From an optimization exercise on the open Yosys and OpenROAD flow, aimed at small area, a short achievable clock period and few clock cycles; shortcuts taken in it are not production practice. Power figures rest on the tool's default switching activity, not on a simulated workload.

==> 11-24 <==
==> flow/design.v <==
module picoweb_engine (
    input  wire        clk,
    input  wire        rst,
    input  wire        cmd_valid,
    output wire        cmd_ready,
    input  wire [1:0]  cmd_op,       
    input  wire [7:0]  cmd_type,     
    input  wire [7:0]  cmd_ctx,      
    input  wire [15:0] cmd_len,      
    input  wire [15:0] cmd_addr,     
    input  wire [5:0]  rx_len,       
    output wire [4:0]  rx_addr,
    input  wire [7:0]  rx_data,
    output wire [15:0] pay_addr,
    input  wire [7:0]  pay_data,
    output wire        tx_valid,
    output wire [7:0]  tx_data,
    output wire        ev_valid,
    output wire [1:0]  ev_kind,      
    output wire [7:0]  ev_type,
    output wire [7:0]  ev_ctx,
    output wire [7:0]  ev_data,
    output wire        rsp_valid,
    output wire [2:0]  rsp_status
);
    localparam MARKER = 8'hA5;
    localparam OP_TICK = 2'd0, OP_SUBMIT = 2'd1, OP_REGISTER = 2'd2, OP_PING = 2'd3;
    localparam E_IDLE = 2'd0, E_AWAIT = 2'd1, E_SENDING = 2'd2, E_RECV = 2'd3;
    localparam S_IDLE = 3'd0,    
               S_RD   = 3'd1,    
               S_DEC  = 3'd2,    
               S_PAY  = 3'd3,    
               S_TX   = 3'd4,    
               S_FLS  = 3'd5,    
               S_RSP  = 3'd6;    
    localparam A_NONE = 3'd0, A_NOOP = 3'd1, A_START = 3'd2, A_REJ = 3'd3,
               A_ACK = 3'd4, A_END = 3'd5, A_DATA = 3'd6, A_RESEND = 3'd7;
    reg [2:0]  st;
    reg        rdy;
    reg        rspv;
    reg [1:0]  stat;             
    reg [1:0]  estate;
    reg [6:0]  q_type [0:3];
    reg [7:0]  q_ctx  [0:3];
    reg [15:0] q_len  [0:3];
    reg [15:0] q_addr [0:3];
    reg [2:0]  q_n;
    reg [7:0]  h_seq;
    reg [7:0]  pp [0:3];
    reg [2:0]  pp_n;
    reg [6:0]  d_type;           
    reg [7:0]  d_seq, d_ctx, d_cks;
    reg [4:0]  d_blen;           
    reg [7:0]  d_b0, d_b1, d_b2;  
    reg        d_pay;
    reg        last_valid;
    reg        txv;
    reg [7:0]  txd;
    reg [4:0]  tpos;             
    reg [15:0] paddr;
    reg        flushing;         
    reg [4:0]  raddr;
    reg        syn;              
    reg [7:0]  acc;
    reg [7:0]  f_type, f_seq, f_ctx;
    reg [5:0]  f_len;            
    reg        bodyon;
    reg        evv;
    reg [1:0]  evk;
    reg [7:0]  evd;
    reg        flp;              
    integer i;
    assign cmd_ready  = rdy;
    assign rx_addr    = raddr;
    assign pay_addr   = paddr;
    assign tx_valid   = txv;
    assign tx_data    = txd;
    assign ev_valid   = evv;
    assign ev_kind    = evk;
    assign ev_type    = f_type;
    assign ev_ctx     = f_ctx;
    assign ev_data    = evd;
    assign rsp_valid  = rspv;
    assign rsp_status = {stat, 1'b0};
    wire [15:0] h_rem = q_len[0];
    wire        h_big = (h_rem > 16'd24);
    wire [4:0]  h_k   = h_big ? 5'd24 : h_rem[4:0];
    wire        ok      = (acc == 8'd0);
    wire [6:0]  kind    = f_type[7:1];
    wire        is_noop = syn || (!f_type[0] && ok && kind == 7'd0);
    reg [2:0] act;
    reg [1:0] est_n;
    reg       rec, mark, body, pop;
    always @(*) begin
        act   = A_NONE;
        est_n = estate;
        rec   = 1'b0;
        mark  = 1'b0;
        body  = 1'b0;
        pop   = 1'b0;
        if (is_noop) begin
            if (q_n == 3'd0)
                act = A_NOOP;
            else if (estate == E_IDLE) begin
                act   = A_START;
                est_n = E_AWAIT;
            end
        end else if (f_type[0]) begin
        end else if (!ok) begin
            act = A_REJ;
        end else begin
            case (kind)
            7'd1: rec = 1'b1;
            7'd2: mark = 1'b1;
            7'd3: begin
                case (estate)
                E_IDLE:    act = A_NOOP;
                E_AWAIT:   est_n = E_SENDING;
                E_SENDING: begin
                    if (h_rem != 16'd0)
                        act = A_DATA;
                    else begin
                        act   = A_END;
                        pop   = 1'b1;
                        est_n = E_IDLE;
                    end
                end
                default: ;
                endcase
            end
            7'd4: if (last_valid) act = A_RESEND;
            7'd5: begin act = A_ACK; est_n = E_RECV; end
            7'd6: begin act = A_ACK; est_n = E_IDLE; end
            default: begin
                if (estate == E_RECV && f_len >= 6'd9) begin
                    act  = A_ACK;
                    body = 1'b1;
                end
            end
            endcase
        end
    end
    wire flush = (est_n == E_IDLE);
    reg pp_hit;
    always @(*) begin
        pp_hit = 1'b0;
        for (i = 0; i < 4; i = i + 1)
            if (pp_n > i && pp[i] == f_ctx) pp_hit = 1'b1;
    end
    reg [6:0] n_type;
    reg [7:0] n_seq, n_ctx, n_b0, n_b1, n_b2, n_cks;
    reg [4:0] n_blen;
    always @(*) begin
        n_type = 7'd0; n_seq = 8'd0; n_ctx = 8'd0; n_blen = 5'd0;
        n_b0 = 8'd0; n_b1 = 8'd0; n_b2 = 8'd0;
        if (st == S_IDLE)
            n_type = 7'd1;                               
        else if (st != S_DEC) begin
            n_type = 7'd2;                               
            n_ctx  = pp[0];
        end else begin
            case (act)
            A_ACK: begin n_type = 7'd3; n_seq = f_seq; n_ctx = f_ctx; end
            A_REJ: begin
                n_type = 7'd4; n_seq = f_seq; n_ctx = f_ctx; n_blen = 5'd1; n_b0 = f_type;
            end
            A_START: begin
                n_type = 7'd5; n_seq = h_seq; n_ctx = q_ctx[0]; n_blen = 5'd3;
                n_b0 = {q_type[0], 1'b1}; n_b1 = h_rem[15:8]; n_b2 = h_rem[7:0];
            end
            A_END: begin n_type = 7'd6; n_seq = h_seq; n_ctx = q_ctx[0]; end
            default: n_type = 7'd0;                      
            endcase
        end
        n_cks = {n_type, 1'b1} ^ n_seq ^ n_ctx ^ {3'd0, n_blen[4:3] + 2'd1, n_blen[2:0]}
              ^ n_b0 ^ n_b1 ^ n_b2;
    end
    wire [7:0] data_hx = {q_type[0], 1'b1} ^ h_seq ^ q_ctx[0] ^ (8'd8 + {3'd0, h_k});
    wire [4:0] nx    = tpos + 5'd1;
    wire [4:0] nj    = nx - 5'd8;
    reg  [7:0] nbyte;
    always @(*) begin
        case (nx)
        5'd1: nbyte = d_seq;
        5'd2: nbyte = d_ctx;
        5'd3: nbyte = 8'd8 + {3'd0, d_blen};
        5'd4: nbyte = d_cks;
        5'd5, 5'd6, 5'd7: nbyte = 8'd0;
        default: begin
            if (nj >= d_blen)
                nbyte = 8'd0;
            else if (d_pay)
                nbyte = pay_data;
            else if (nj == 5'd0)
                nbyte = d_b0;
            else if (nj == 5'd1)
                nbyte = d_b1;
            else
                nbyte = d_b2;
        end
        endcase
    end
    task start_tx(input [6:0] t);
        begin
            last_valid <= 1'b1;
            txd  <= {t, 1'b1};
            txv  <= 1'b1;
            tpos <= 5'd0;
            st   <= S_TX;
        end
    endtask
    task load_frame;
        begin
            d_type <= n_type; d_seq <= n_seq; d_ctx <= n_ctx; d_cks <= n_cks;
            d_blen <= n_blen; d_b0 <= n_b0; d_b1 <= n_b1; d_b2 <= n_b2; d_pay <= 1'b0;
            start_tx(n_type);
        end
    endtask
    task pop_pong;
        begin
            for (i = 0; i < 3; i = i + 1) pp[i] <= pp[i+1];
            pp_n <= pp_n - 3'd1;
        end
    endtask
    wire pay_last = (st == S_PAY) && (tpos + 5'd1 == h_k);
    wire q_sh     = (st == S_DEC) && pop;
    always @(posedge clk) begin
        for (i = 0; i < 3; i = i + 1) begin
            if ((rdy && q_n == i) || q_sh) begin
                q_type[i] <= rdy ? cmd_type[7:1] : q_type[i+1];
                q_ctx[i]  <= rdy ? cmd_ctx       : q_ctx[i+1];
            end
            if ((rdy && q_n == i) || q_sh || (i == 0 && pay_last)) begin
                q_len[i]  <= rdy ? cmd_len  : (i == 0 && st == S_PAY) ? h_rem - {11'd0, h_k} : q_len[i+1];
                q_addr[i] <= rdy ? cmd_addr : (i == 0 && st == S_PAY) ? paddr + 16'd1        : q_addr[i+1];
            end
        end
        if (rdy && q_n == 3'd3) begin
            q_type[3] <= cmd_type[7:1];
            q_ctx[3]  <= cmd_ctx;
            q_len[3]  <= cmd_len;
            q_addr[3] <= cmd_addr;
        end
    end
    always @(posedge clk) begin
        if (rst) begin
            st         <= S_IDLE;
            rdy        <= 1'b1;
            rspv       <= 1'b0;
            stat       <= 2'd0;
            estate     <= E_IDLE;
            q_n        <= 3'd0;
            h_seq      <= 8'd0;
            pp_n       <= 3'd0;
            last_valid <= 1'b0;
            txv        <= 1'b0;
            evv        <= 1'b0;
            bodyon     <= 1'b0;
            flushing   <= 1'b0;
            flp        <= 1'b0;
            raddr      <= 5'd3;
        end else begin
            evv <= 1'b0;
            if (bodyon) begin
                evv   <= 1'b1;
                evk   <= 2'd0;
                evd   <= rx_data;
                raddr <= raddr + 5'd1;
                if ({1'b0, raddr} + 6'd1 == f_len) bodyon <= 1'b0;
            end
            if (flp && st != S_DEC) begin
                flp    <= 1'b0;
                evv    <= 1'b1;
                evk    <= 2'd2;
                evd    <= 8'd0;
                f_type <= 8'd0;
                f_ctx  <= 8'd0;
            end
            case (st)
            S_IDLE: begin
                raddr <= 5'd3;
                acc   <= 8'd0;
                f_len <= (rx_len > 6'd32) ? 6'd32 : rx_len;
                syn   <= (rx_len < 6'd8);
                if (cmd_valid) begin
                    rdy  <= 1'b0;
                    stat <= 2'd0;
                    case (cmd_op)
                    OP_TICK: begin
                        st <= (rx_len < 6'd8) ? S_DEC : S_RD;
                    end
                    OP_SUBMIT: begin
                        if (cmd_type[7:1] < 7'd7)
                            stat <= 2'd1;
                        else if (q_n == 3'd4)
                            stat <= 2'd2;
                        else
                            q_n <= q_n + 3'd1;
                        rspv <= 1'b1;
                        st   <= S_RSP;
                    end
                    OP_REGISTER: begin
                        rspv <= 1'b1;
                        st   <= S_RSP;
                    end
                    OP_PING: begin
                        flushing <= 1'b0;
                        load_frame;
                    end
                    endcase
                end
            end
            S_RD: begin
                acc <= acc ^ rx_data;
                case (raddr)
                5'd0: f_type <= rx_data;
                5'd1: f_seq  <= rx_data;
                5'd2: f_ctx  <= rx_data;
                5'd3: begin
                    f_len <= rx_data[5:0];
                    syn   <= (rx_data < 8'd8) || (rx_data > {2'b00, f_len});
                end
                default: ;
                endcase
                if (raddr == 5'd0 && (syn || rx_data[0]))
                    st <= S_DEC;
                else if (raddr >= 5'd4 && {1'b0, raddr} + 6'd1 == f_len)
                    st <= S_DEC;
                if (raddr == 5'd3)
                    raddr <= 5'd0;
                else if (raddr == 5'd2)
                    raddr <= 5'd4;
                else
                    raddr <= raddr + 5'd1;
            end
            S_DEC: begin
                estate   <= est_n;
                flushing <= flush;
                flp      <= flush;
                if (pop) begin
                    q_n   <= q_n - 3'd1;
                    h_seq <= 8'd0;
                end
                if (rec && !pp_hit && pp_n != 3'd4) begin
                    for (i = 0; i < 4; i = i + 1)
                        if (pp_n == i) pp[i] <= f_ctx;
                    pp_n <= pp_n + 3'd1;
                end
                raddr  <= 5'd8;
                bodyon <= body;
                if (mark) begin
                    evv <= 1'b1;
                    evk <= 2'd1;
                    evd <= MARKER;
                end
                case (act)
                A_NONE: begin
                    if (flush)
                        st <= S_FLS;
                    else begin
                        rspv <= 1'b1;
                        st   <= S_RSP;
                    end
                end
                A_DATA: begin
                    paddr <= q_addr[0];
                    tpos  <= 5'd0;
                    acc   <= data_hx;
                    st    <= S_PAY;
                end
                A_RESEND: start_tx(d_type);
                default:  load_frame;
                endcase
            end
            S_PAY: begin
                acc   <= acc ^ pay_data;
                paddr <= paddr + 16'd1;
                tpos  <= tpos + 5'd1;
                if (tpos + 5'd1 == h_k) begin
                    d_type <= q_type[0];
                    d_seq  <= h_seq;
                    d_ctx  <= q_ctx[0];
                    d_cks  <= acc ^ pay_data;
                    d_blen <= h_k;
                    d_b1   <= q_addr[0][15:8];
                    d_b2   <= q_addr[0][7:0];
                    d_pay  <= 1'b1;
                    start_tx(q_type[0]);
                    h_seq     <= h_seq + 8'd1;
                end
            end
            S_FLS: begin
                if (pp_n != 3'd0) begin
                    pop_pong;
                    load_frame;
                end else begin
                    rspv <= 1'b1;
                    st   <= S_RSP;
                end
            end
            S_TX: begin
                if (tpos == 5'd31) begin
                    if (flushing && pp_n != 3'd0) begin
                        pop_pong;
                        load_frame;
                    end else
                        txv <= 1'b0;
                end else begin
                    tpos <= nx;
                    txd  <= nbyte;
                    if (tpos == 5'd6)
                        paddr <= {d_b1, d_b2};
                    else
                        paddr <= paddr + 16'd1;
                    if (tpos == 5'd30 && !(flushing && pp_n != 3'd0))
                        rspv <= 1'b1;
                end
            end
            default: ;
            endcase
            if (rspv) begin
                rspv     <= 1'b0;
                rdy      <= 1'b1;
                st       <= S_IDLE;
                flushing <= 1'b0;
            end
        end
    end
endmodule
==> flow/flow/run.sh <==
#!/bin/bash
# Standard ORFS layout of the design, with repair_timing aiming for extra setup
# slack. The constraints (constraint.sdc) are the standard flow's, unchanged.
set -euo pipefail
export SETUP_SLACK_MARGIN=${MARGIN:-6.5}
bash standard.sh finish > flow_finish.log 2>&1
==> flow/standard.sh <==
#!/bin/bash
# synth_recipe.tcl (not shown) runs the flow's synth.tcl, then flattens the netlist and writes it again
# the make line also repeats each setting of config.mk as NAME=value (left out here)
make -C /OpenROAD-flow-scripts/flow DESIGN_CONFIG=/design/flow/config.mk WORK_HOME=/design/flow/orfs CLKGATE_MAP_FILE= SYNTH_SCRIPT=/design/flow/synth_recipe.tcl "${@:-finish}"
==> flow/config.mk <==
export PLATFORM = sky130hd
export DESIGN_NAME = picoweb_engine
export DESIGN_NICKNAME = picoweb_engine
export VERILOG_FILES = /design/flow/design.v
export SDC_FILE = /design/flow/constraint.sdc
export NUM_CORES = 4
export LEC_CHECK = 0
export CAP_MARGIN = 20
export CORE_MARGIN = 2
export CORE_UTILIZATION = 40
export SLEW_MARGIN = 20
==> flow/constraint.sdc <==
create_clock -name core_clock -period 10.0 [get_ports {clk}]
set_input_delay 2.0000 -clock core_clock [delete_from_list [all_inputs] [get_ports {clk}]]
set_output_delay 2.0000 -clock core_clock [all_outputs]
set_load 0.01 [all_outputs]
==> 06-20 (differences from 11-24) <==
==> flow/flow/run.sh (replaced) <==
#!/bin/bash
# Standard ORFS layout of the design, with repair_timing aiming for extra setup
# slack. The constraints (constraint.sdc) are the standard flow's, unchanged.
set -euo pipefail
export SETUP_SLACK_MARGIN=${MARGIN:-6.0}
bash standard.sh finish > flow_finish.log 2>&1
==> comparison table <==
Number of setup buffers added after CTS: 11-24 59; 06-20 10
RePlAce Congestion: 11-24 0.938; 06-20 0.936
Aggregate routed wire length: 11-24 63100 um; 06-20 61600 um
Part of the total power dissipated in sequential elements: 11-24 0.394; 06-20 0.426
Clock network power consumption: 11-24 1700 uW; 06-20 1570 uW
Vias in the first global route: 11-24 15800; 06-20 15300
Clk pwr share: 11-24 0.253; 06-20 0.245
Worst-case setup slack after placement: 11-24 5.22 ns; 06-20 5.31 ns
Clock network area share: 11-24 0.0609; 06-20 0.0570
Detailed router's first-iteration violation count: 11-24 1710; 06-20 1757
HPWL after detailed placement: 11-24 42600 um; 06-20 43000 um
Crit path largest cell delay: 11-24 0.64 ns; 06-20 0.71 ns
Depth of the critical timing path with buffers and inverters included: 11-24 11; 06-20 1
Slew at the pin with the worst max-slew slack: 11-24 1.07 ns; 06-20 1.07 ns
Vias per inst: 11-24 5.64; 06-20 5.66
Status: 11-24 finished clean; 06-20 finished clean
No functional check of the RTL was part of any run of this note.

## re-timing with driven ports
In the flow no input, the clock included, has a driving cell. The finished layouts below were timed again as built, in two steps.
Step 1 (the two cells are an assumption about what drives the block):
set clk [get_ports {clk}]
set_driving_cell -lib_cell sky130_fd_sc_hd__clkbuf_16 $clk
set_driving_cell -lib_cell sky130_fd_sc_hd__buf_2 [delete_from_list [all_inputs] $clk]
Step 2 moves the port delays by t, midway between the first and last clock arrival at a register: inputs arrive t later, outputs are due t later. That takes back most of the time a late clock gives input paths.
Three values: ideal, step 1, step 2; two values: the first two.
| run | shift t [ns] | slack for setup (ns) | slew at the worst register clock pin (ns) | worst slew at a driven data input, ns |
|---|---|---|---|---|
| 11-24 | 0.631 | 6.364 / 6.364 / 5.909 | 0.07 / 0.07 | 0.05 |
| 06-20 | 0.639 | 6.049 / 5.989 / 5.525 | 0.07 / 0.07 | 0.05 |
After both steps every run listed still meets setup and hold. For 06-20, which loses most, drivers alone change the setup slack by -0.060 ns; drivers and shift together by -0.524 ns.
